From an optimization exercise on the open Yosys and OpenROAD flow, aimed at small area, a short achievable clock period and few clock cycles; shortcuts taken in it are not production practice.
Function not checked in this run: the RTL went through the layout flow alone.
No activity file was given, so power comes from the tool's default toggle rates.

--- flow/design.v ---
module nes_bankbus (
    input             clk,
    input             rst,
    input      [7:0]  cfg_song,
    input      [7:0]  cfg_region,
    input      [15:0] cfg_init_addr,
    input      [15:0] cfg_play_addr,
    input      [15:0] cfg_load_addr,
    input      [15:0] cfg_vec_nmi,
    input      [15:0] cfg_vec_irq,
    input      [63:0] cfg_bank_init,
    input      [20:0] cfg_file_len,
    input             req_valid,
    output            req_ready,
    input      [1:0]  req_op,       
    input      [15:0] req_addr,
    input      [7:0]  req_wdata,
    output reg        resp_valid,
    output reg [7:0]  resp_rdata,
    output reg        resp_err,
    output reg        fault,
    output reg        fault_io,
    output reg        apu_valid,
    output     [15:0] apu_addr,
    output     [7:0]  apu_data,
    output reg        mem_en,
    output reg        mem_we,
    output reg [16:0] mem_addr,
    output reg [7:0]  mem_wdata,
    input      [7:0]  mem_rdata,
    output reg        file_en,
    output reg [20:0] file_addr,
    input      [7:0]  file_rdata,
    input             file_bad
);
    localparam S_IDLE = 4'd0;
    localparam S_RD1  = 4'd1;    
    localparam S_RD2  = 4'd2;    
    localparam S_NR   = 4'd3;    
    localparam S_BW1  = 4'd4;    
    localparam S_BW2  = 4'd5;    
    localparam S_BW3  = 4'd6;    
    localparam S_ZERO = 4'd7;    
    localparam S_LBS  = 4'd8;    
    localparam S_SRCH = 4'd9;    
    localparam S_FILL = 4'd10;   
    localparam S_FEND = 4'd11;   
    reg [3:0]  state;
    reg [15:0] addr_q;           
    reg [7:0]  wdata_q;          
    reg        lb_init;          
    reg        flat;             
    reg        ffirst;           
    reg        ok_d;             
    reg        err;              
    reg        sgn;              
    reg [3:0]  cs;               
    reg        touch_q;
    reg [3:0]  count;            
    reg [3:0]  win [0:7];
    reg [14:0] lq;
    reg [20:0] lenq;
    always @(posedge clk) begin
        lq   <= cfg_load_addr[14:0];
        lenq <= cfg_file_len;
    end
    assign req_ready = (state == S_IDLE);
    assign apu_addr  = addr_q;
    assign apu_data  = wdata_q;
    integer i;
    reg [255:0] age;
    reg [10:1]  is_tail;
    reg [3:0]   tail;
    integer u, t;
    always @* begin
        for (t = 1; t <= 10; t = t + 1) begin
            is_tail[t] = 1'b1;
            for (u = 1; u <= 10; u = u + 1) begin
                if (u < t) is_tail[t] = is_tail[t] & age[u*16+t];
                if (u > t) is_tail[t] = is_tail[t] & ~age[t*16+u];
            end
        end
        tail = 4'd0;
        for (t = 1; t <= 10; t = t + 1)
            if (is_tail[t]) tail = tail | t[3:0];
    end
    always @(posedge clk) begin
        if (touch_q) begin
            for (u = 1; u <= 10; u = u + 1)
                for (t = u + 1; t <= 10; t = t + 1) begin
                    if (cs == u[3:0]) age[u*16+t] <= 1'b1;
                    if (cs == t[3:0]) age[u*16+t] <= 1'b0;
                end
        end
    end
    wire       full   = (count == 4'd10);
    wire [3:0] victim = full ? tail : count + 4'd1;
    wire [15:0] a       = req_addr;
    wire        a_ram   = (a[15:11] == 5'd0);
    wire        a_apu   = (a[15:5] == 11'h200) && !(a[4] && a[3]);
    wire        a_bank  = (a[15:3] == 13'h0BFF);
    wire        a_vec   = (a[15:3] == 13'h1FFF) && (a[2] || a[1]);
    wire        a_rom   = a[15] && !a_vec;
    wire [3:0]  a_code  = win[a[14:12]];
    wire        a_flat  = (a_code == 4'd15);
    wire        a_cache = a_rom && !a_flat && (a_code != 4'd0);
    wire        a_mrd   = a_ram || a_apu || a_bank || (a_rom && a_code != 4'd0);
    wire [4:0]  a_frame = !a_rom ? 5'd0 : a_flat ? {2'b10, a[14:12]} : {1'b0, a_code};
    wire [16:0] a_maddr = {a_frame, a[11] | a_apu, a_bank ? 8'h03 : a[10:3], a[2:0]};
    wire q_shim = (addr_q[15:7] == 9'h020);
    wire q_vec  = (addr_q[15:3] == 13'h1FFF) && (addr_q[2] || addr_q[1]);
    reg [7:0] shim_byte;
    always @* begin
        case (addr_q[6:0])
            7'h00: shim_byte = 8'hA9;
            7'h01: shim_byte = cfg_song;
            7'h02: shim_byte = 8'hA2;
            7'h03: shim_byte = cfg_region;
            7'h04: shim_byte = 8'h20;
            7'h05: shim_byte = cfg_init_addr[7:0];
            7'h06: shim_byte = cfg_init_addr[15:8];
            7'h07: shim_byte = 8'h20;
            7'h08: shim_byte = cfg_play_addr[7:0];
            7'h09: shim_byte = cfg_play_addr[15:8];
            7'h0A: shim_byte = 8'h4C;
            7'h0B: shim_byte = 8'h07;
            7'h0C: shim_byte = 8'h10;
            7'h0D: shim_byte = 8'hEA;
            7'h0E: shim_byte = 8'hEA;
            7'h0F: shim_byte = 8'hEA;
            7'h10: shim_byte = 8'hEA;
            default: shim_byte = 8'h00;
        endcase
    end
    reg [7:0] vec_byte;
    always @* begin
        case (addr_q[2:0])
            3'd2: vec_byte = cfg_vec_nmi[7:0];
            3'd3: vec_byte = cfg_vec_nmi[15:8];
            3'd4: vec_byte = 8'h00;
            3'd5: vec_byte = 8'h10;
            3'd6: vec_byte = cfg_vec_irq[7:0];
            default: vec_byte = cfg_vec_irq[15:8];
        endcase
    end
    wire [7:0] nr_byte = q_shim ? shim_byte : q_vec ? vec_byte : 8'h00;
    wire [21:0] f0_bank = {2'b00, wdata_q, 12'h080} - {10'd0, lq[11:0]};
    wire [21:0] f0_flat = 22'h80 - {7'd0, lq};
    wire        f_ok    = !sgn && (file_addr[20:7] != 14'd0) && (file_addr < lenq);
    wire [14:0] jn      = mem_addr[14:0] + 15'd1;
    wire        f_last  = flat ? (jn == 15'h7FFF) : (jn[11:0] == 12'hFFF);
    wire        b_ok    = ok_d && !(flat && jn == 15'h7FFF);
    wire [2:0]  lb_k     = addr_q[2:0];
    wire [7:0]  next_init_bank = cfg_bank_init[{lb_k + 3'd1, 3'b000} +: 8];
    always @(posedge clk) begin
        if (rst) begin
            state <= S_IDLE;
            resp_valid <= 1'b0;
            resp_err <= 1'b0;
            fault <= 1'b0;
            fault_io <= 1'b0;
            apu_valid <= 1'b0;
            mem_en <= 1'b0;
            mem_we <= 1'b0;
            file_en <= 1'b0;
            touch_q <= 1'b0;
            count <= 4'd0;
        end else begin
            resp_valid <= 1'b0;
            resp_rdata <= 8'h00;
            apu_valid <= 1'b0;
            touch_q <= 1'b0;
            case (state)
                S_IDLE: begin
                    mem_en <= 1'b0;
                    addr_q <= req_addr;
                    wdata_q <= req_wdata;
                    if (req_valid) begin
                        mem_addr <= a_maddr;
                        mem_wdata <= req_wdata;
                        cs <= a_code;
                        if (fault) begin
                            resp_valid <= 1'b1;
                            resp_err <= 1'b1;
                        end else if (req_op[1]) begin
                            if (!cfg_load_addr[15]) begin
                                fault <= 1'b1;
                                fault_io <= 1'b0;
                                resp_valid <= 1'b1;
                                resp_err <= 1'b1;
                            end else begin
                                mem_en <= 1'b1;
                                mem_we <= 1'b1;
                                mem_addr <= 17'd0;
                                mem_wdata <= 8'h00;
                                state <= S_ZERO;
                            end
                        end else if (!req_op[0]) begin
                            if (a_mrd) begin
                                mem_en <= 1'b1;
                                mem_we <= 1'b0;
                                touch_q <= a_cache;
                                state <= S_RD1;
                            end else begin
                                state <= S_NR;
                            end
                        end else begin
                            if (a_bank) begin
                                mem_en <= 1'b1;
                                mem_we <= 1'b0;
                                state <= S_BW1;
                            end else begin
                                mem_en <= a_ram || a_apu;
                                mem_we <= 1'b1;
                                apu_valid <= a_apu && (a[4:0] != 5'h16);
                                resp_valid <= 1'b1;
                                resp_err <= 1'b0;
                            end
                        end
                    end
                end
                S_RD1: begin
                    mem_en <= 1'b0;
                    state <= S_RD2;
                end
                S_RD2: begin
                    resp_rdata <= mem_rdata;
                    resp_valid <= 1'b1;
                    resp_err <= 1'b0;
                    state <= S_IDLE;
                end
                S_NR: begin
                    resp_rdata <= nr_byte;
                    resp_valid <= 1'b1;
                    resp_err <= 1'b0;
                    state <= S_IDLE;
                end
                S_BW1: begin
                    mem_en <= 1'b0;
                    state <= S_BW2;
                end
                S_BW2: begin
                    resp_rdata <= mem_rdata;
                    state <= S_BW3;
                end
                S_BW3: begin
                    if (resp_rdata == wdata_q) begin
                        resp_valid <= 1'b1;
                        resp_err <= 1'b0;
                        state <= S_IDLE;
                    end else begin
                        mem_en <= 1'b1;
                        mem_we <= 1'b1;
                        mem_wdata <= wdata_q;
                        lb_init <= 1'b0;
                        state <= S_LBS;
                    end
                end
                S_ZERO: begin
                    mem_addr[11:0] <= mem_addr[11:0] + 12'd1;
                    mem_wdata <= (mem_addr[11:0] == 12'h816) ? 8'h40 : 8'h00;
                    if (mem_addr[11:0] == 12'h81F) begin
                        mem_en <= 1'b0;
                        if (|cfg_bank_init) begin
                            count <= 4'd0;
                            for (i = 0; i < 8; i = i + 1)
                                win[i] <= 4'd0;
                            addr_q[2:0] <= 3'd0;
                            wdata_q <= cfg_bank_init[7:0];
                            lb_init <= 1'b1;
                            state <= S_LBS;
                        end else begin
                            {sgn, file_addr} <= f0_flat;
                            file_en <= 1'b1;
                            err <= 1'b0;
                            ffirst <= 1'b1;
                            flat <= 1'b1;
                            state <= S_FILL;
                        end
                    end
                end
                S_LBS: begin
                    cs <= 4'd15;
                    mem_addr <= 17'h00821;
                    mem_en <= 1'b1;
                    mem_we <= 1'b0;
                    state <= S_SRCH;
                    if (count == 4'd0) begin
                        mem_we <= 1'b1;
                        mem_wdata <= wdata_q;
                        cs <= 4'd1;
                        {sgn, file_addr} <= f0_bank;
                        file_en <= 1'b1;
                        err <= 1'b0;
                        ffirst <= 1'b1;
                        flat <= 1'b0;
                        state <= S_FILL;
                    end
                end
                S_SRCH: begin
                    mem_addr[3:0] <= mem_addr[3:0] + 4'd1;
                    resp_rdata <= mem_rdata;
                    cs <= cs + 4'd1;
                    if (cs != 4'd15 && cs != 4'd0) begin
                        if (resp_rdata == wdata_q) begin
                            cs <= cs;
                            resp_rdata <= 8'h00;
                            mem_en <= 1'b0;
                            win[lb_k] <= cs;
                            touch_q <= 1'b1;
                            if (lb_init && lb_k != 3'd7) begin
                                addr_q[2:0] <= lb_k + 3'd1;
                                wdata_q <= next_init_bank;
                                state <= S_LBS;
                            end else begin
                                resp_valid <= 1'b1;
                                resp_err <= 1'b0;
                                state <= S_IDLE;
                            end
                        end else if (cs == count) begin
                            if (full) begin
                                for (i = 0; i < 8; i = i + 1)
                                    if (win[i] == victim)
                                        win[i] <= 4'd0;
                            end
                            mem_addr <= {13'h0082, victim};
                            mem_en <= 1'b1;
                            mem_we <= 1'b1;
                            mem_wdata <= wdata_q;
                            cs <= victim;
                            {sgn, file_addr} <= f0_bank;
                            file_en <= 1'b1;
                            err <= 1'b0;
                            ffirst <= 1'b1;
                            flat <= 1'b0;
                            state <= S_FILL;
                        end
                    end
                end
                S_FILL: begin
                    {sgn, file_addr} <= {sgn, file_addr} + 22'd1;
                    ok_d <= f_ok;
                    ffirst <= 1'b0;
                    if (ffirst) begin
                        mem_en <= 1'b0;
                        mem_addr[14:0] <= 15'h7FFF;
                    end else begin
                        mem_en <= 1'b1;
                        mem_we <= 1'b1;
                        mem_addr <= flat ? {2'b10, jn} : {1'b0, cs, jn[11:0]};
                        mem_wdata <= b_ok ? file_rdata : 8'h00;
                        if (b_ok && file_bad)
                            err <= 1'b1;
                        if (f_last) begin
                            file_en <= 1'b0;
                            state <= S_FEND;
                        end
                    end
                end
                S_FEND: begin
                    mem_en <= 1'b0;
                    if (err) begin
                        fault <= 1'b1;
                        fault_io <= 1'b1;
                        resp_valid <= 1'b1;
                        resp_err <= 1'b1;
                        state <= S_IDLE;
                    end else if (flat) begin
                        for (i = 0; i < 8; i = i + 1)
                            win[i] <= 4'd15;
                        resp_valid <= 1'b1;
                        resp_err <= 1'b0;
                        state <= S_IDLE;
                    end else begin
                        win[lb_k] <= cs;
                        touch_q <= 1'b1;
                        if (!full)
                            count <= count + 4'd1;
                        if (lb_init && lb_k != 3'd7) begin
                            addr_q[2:0] <= lb_k + 3'd1;
                            wdata_q <= next_init_bank;
                            state <= S_LBS;
                        end else begin
                            resp_valid <= 1'b1;
                            resp_err <= 1'b0;
                            state <= S_IDLE;
                        end
                    end
                end
                default: state <= S_IDLE;
            endcase
        end
    end
endmodule
--- flow/config.mk ---
export PLATFORM = sky130hd
export DESIGN_NAME = nes_bankbus
export DESIGN_NICKNAME = nes_bankbus
export VERILOG_FILES = /design/flow/design.v
export SDC_FILE = /design/flow/constraint.sdc
export NUM_CORES = 4
export LEC_CHECK = 0
export CAP_MARGIN = 20
export CORE_MARGIN = 2
export CORE_UTILIZATION = 40
export PLACE_DENSITY = 0.6
export SLEW_MARGIN = 20
--- flow/constraint.sdc ---
create_clock -name core_clock -period 12.0 [get_ports {clk}]
set_input_delay 2.4000 -clock core_clock [delete_from_list [all_inputs] [get_ports {clk}]]
set_output_delay 2.4000 -clock core_clock [all_outputs]
set_load 0.01 [all_outputs]
--- flow/run.sh ---
#!/bin/bash
# synth_recipe.tcl (not shown) runs the flow's synth.tcl, then flattens the netlist and writes it again
# the make line also repeats each setting of config.mk as NAME=value (left out here)
make -C /OpenROAD-flow-scripts/flow DESIGN_CONFIG=/design/flow/config.mk WORK_HOME=/design/flow/orfs CLKGATE_MAP_FILE= SYNTH_SCRIPT=/design/flow/synth_recipe.tcl finish
==> metrics.cfg <==
[yosys]
syn_inst = 1379
yosys_warnings = 1
synth_nets = 1647
synth_seq_area_share = 0.438
synth-seq-cells = 218
ys_async_sr_fraction = 0
synthFlopType = edfxtp_1
yosysUniqueCellTypes = 87
syn-cell-area_um2 = 13700
syn_area_per_cell_um2 = 9.97
synth_edf_count = 165

[timing]
fin_setup_tns_ns = 0
slew_headroom = 0.298
finalWorstSetupSlack_ns = 6.37
period_needed_ns = 5.63
setup_violations = 0
rsz0062_at_grt = no
maxSlewViolCount = 0
hold_violations = 0
fmax_mhz = 177
worst_clock_skew_ns = 0.0268
fin_crit_sh = 0.470
worst_pin_slew_ns = 1.04

[setup_path]
critPathRequiredTime_ns = 12.27
worstReg2RegStart = wdata_q[0]
regToRegEndpoint = wdata_q[1]
rrSetupSlack_ns = 8.28
worstSetupEndpointType = flop
startpoint_type = input pin
arrival_ns = 5.91
crit_type = input pin to flop
r2r_cells = 7
cp_max_fo = 8

[power_and_ir_drop]
powerDensity_nw_per_um2 = 134
clkPwrFrac = 0.313
p_sw_w = 0.000762
p_seq_frac = 0.400
leakagePower_nw = 6.59
p_comb_frac = 0.286
peakVddDrop_mv = 0.102
swShare = 0.314
internal-power_w = 0.00167

[clock_network]
cts-root-buf = clkbuf_16
hold_buffers = 0
cts_sinks = 218
cts_buffers = 26
cts_tree = built
path_clk_slew_ns = 0.06
htreeDepth = 1
post_cts_buffers = 0
clkLatencyLatePin_ns = 0.54
clockBufferDepth = 3
cts_resized = 0

[floorplan]
die_w_um = 189
fp.dieArea_um2 = 35900
die_h_um = 189
start_util = 0.408
io_pins = 314
rows = 67
coreArea_um2 = 33700

[global_routing]
grt-ovfl-total = 0
grt_pass1_vias = 12500
grt_first_pass_wirelength_um = 76500
grt_usage = 0.276
grt_antenna_before_repair = 0
grt_max_degree = 42

[worst_hold_path]
worstHoldPathCells = 2
hold_start = state[2]
hold_path_class = flop to flop
hold_end = state[2]

[detailed_routing]
drc_errors = 0
antenna_left = 0
drtPass1Iterations = 5
totalWireLength_um = 50700
num_vias = 12700
drtIter0Drc = 1042
post_drt_wl_per_cell_um = 23.9
via_per_inst = 5.98

[layout]
layout-drive-gt1-share = 0.0669
fillers = 3078
nets = 1924
stdcell_area_um2 = 18100
syn_to_final_growth_pct = 31.5
layout.cells.most_common_list = clkdlybuf4s50_1 (313), edfxtp_1 (165), nand2_1 (109)
final_common_cell = clkdlybuf4s50_1
register_area_um2 = 6020
diodes = 0
multi_input_area_um2 = 7200

[placement]
place.gp.congestion = 0.946
pre_cts_ws_ns = 5.96
place_hpwl_um = 38200
port_buffers = 313
placed_area_um2 = 17200

[flow_run]
cap_viol_max_count = 0

[outcome]
status = complete, no violations

## final cells by class
class,instances,area share
flip-flops and latches,218,0.333
repair buffers,331,0.181
inverters,57,0.0118
clock inverters,14,0.00637
well taps,448,0.0310
multi-input cells,1022,0.398
clock buffers,33,0.0392
## metrics by stage
stage / hold WS [ns] / utilization / power, W / cells
floorplan: 0.455 / - / 0.00135 / 1379
global placement: 0.472 / 0.512 / 0.00167 / 2076
detailed placement: 0.483 / 0.512 / 0.00167 / 2076
CTS: 0.489 / 0.536 / 0.00244 / 2123
global route: 0.527 / 0.537 / 0.00253 / 2123
finish: 0.481 / 0.537 / 0.00243 / 2123
## worst max-delay path, stage by stage
cell             delay [ns]
clkdlybuf4s50_1        0.45
nor4_1                 0.37
nand4_1                0.20
nor4_1                 0.88
nor2_1                 0.22
a21oi_1                0.82
or3b_2                 0.57
## power groups by stage
| stage | combinational [W] | clock (W) | sequential, W |
|---|---|---|---|
| after floorplan | 0.000381 | 0 | 0.000965 |
| after global placement | 0.000686 | 0 | 0.000986 |
| after detailed placement | 0.000685 | 0 | 0.000987 |
| after CTS | 0.000690 | 0.000777 | 0.000972 |
| after global routing | 0.000748 | 0.000807 | 0.000980 |
| final | 0.000695 | 0.000761 | 0.000972 |
## flip-flops by register name (all words and copies together), names as in the netlist, 8 cells and up
register and flops:
age 45, mem_addr 17, mem_wdata 8, win 32
addr_q 16, wdata_q 8, lenq 21, resp_rdata 8
lq 15, file_addr 21
## worst max path at each step
stage / start / endpoint / slack [ns] / cells past startpoint
final: cfg_bank_init[59] / win[0][2] / 6.37 / 7
after global routing: cfg_bank_init[34] / win[0][0] / 6.32 / 7
after global placement: cfg_bank_init[4] / win[1][0] / 5.97 / 7
after floorplan: cfg_bank_init[37] / ffirst / 4.51 / 5
after detailed placement: cfg_bank_init[59] / win[0][2] / 5.96 / 7
after CTS: cfg_bank_init[59] / win[0][3] / 6.51 / 7
## Yosys cell counts, types with 10 or more instances
master    number  share of area
edfxtp_1     165           0.36
nand2_1      109          0.030
nor2_1       106          0.029
a21oi_1       90          0.033
o21ai_0       67          0.024
xor2_1        55          0.035
dfxtp_1       53          0.077
inv_1         53          0.014
clkbuf_1      52          0.014
xnor2_1       44          0.028
a21o_1        42          0.023
ha_1          41          0.037
nor4_1        41          0.019
nand3_1       38          0.014
nor3_1        33          0.012
mux2i_1       30          0.022
nand4_1       22          0.010
a22oi_1       21          0.011
mux4_2        20          0.033
a211oi_1      19          0.010
a22o_1        16          0.010
or4_1         15         0.0082
buf_1         13         0.0035
nor2b_1       13         0.0059
buf_2         11         0.0040
and3_1        10         0.0046
## kinds of logic after synthesis
logic type	share of synthesized area
simple gates	0.176
buf+inv	0.0414
compound gates	0.184
flops	0.438
fa+ha+maj	0.0373
xor+xnor	0.0631
mux	0.0612
## per-layer routing
| layer | wire length, um | up-vias | GRT usage |
|---|---|---|---|
| met1 | 22400 | 6225 | 0.385 |
| met4 | 1240 | 0 | 0.0650 |
| li1 | - | 5836 | - |
| met3 | 3780 | 96 | 0.0471 |
| met2 | 23300 | 544 | 0.450 |
| met5 | 0 | - | 0 |

## port drivers added, routing unchanged
The results above use ideal ports. As a check the final layout listed here was re-extracted and re-timed, cells and wires unchanged.
Step 1, drivers: a clkbuf_16 drives clk and a buf_2 each remaining input, both assumed.
Step 2 adds t to the input delays and takes it off the output delays; t is the mean of the earliest and latest rising clock arrival at the registers after step 1. Input paths then give back, and output paths get back, about the clock's delay inside the block.
a / b / c = no drivers / after step 1 / after step 2; a / b = the first two.
shift t [ns]: 0.581
setup slack, ns: 6.366 / 6.396 / 5.816
slew at the worst register clock pin (ns): 0.06 / 0.06
After both steps setup and hold are still met in this run. The setup slack of this run moves by +0.030 ns with the drivers and by -0.550 ns with both steps.
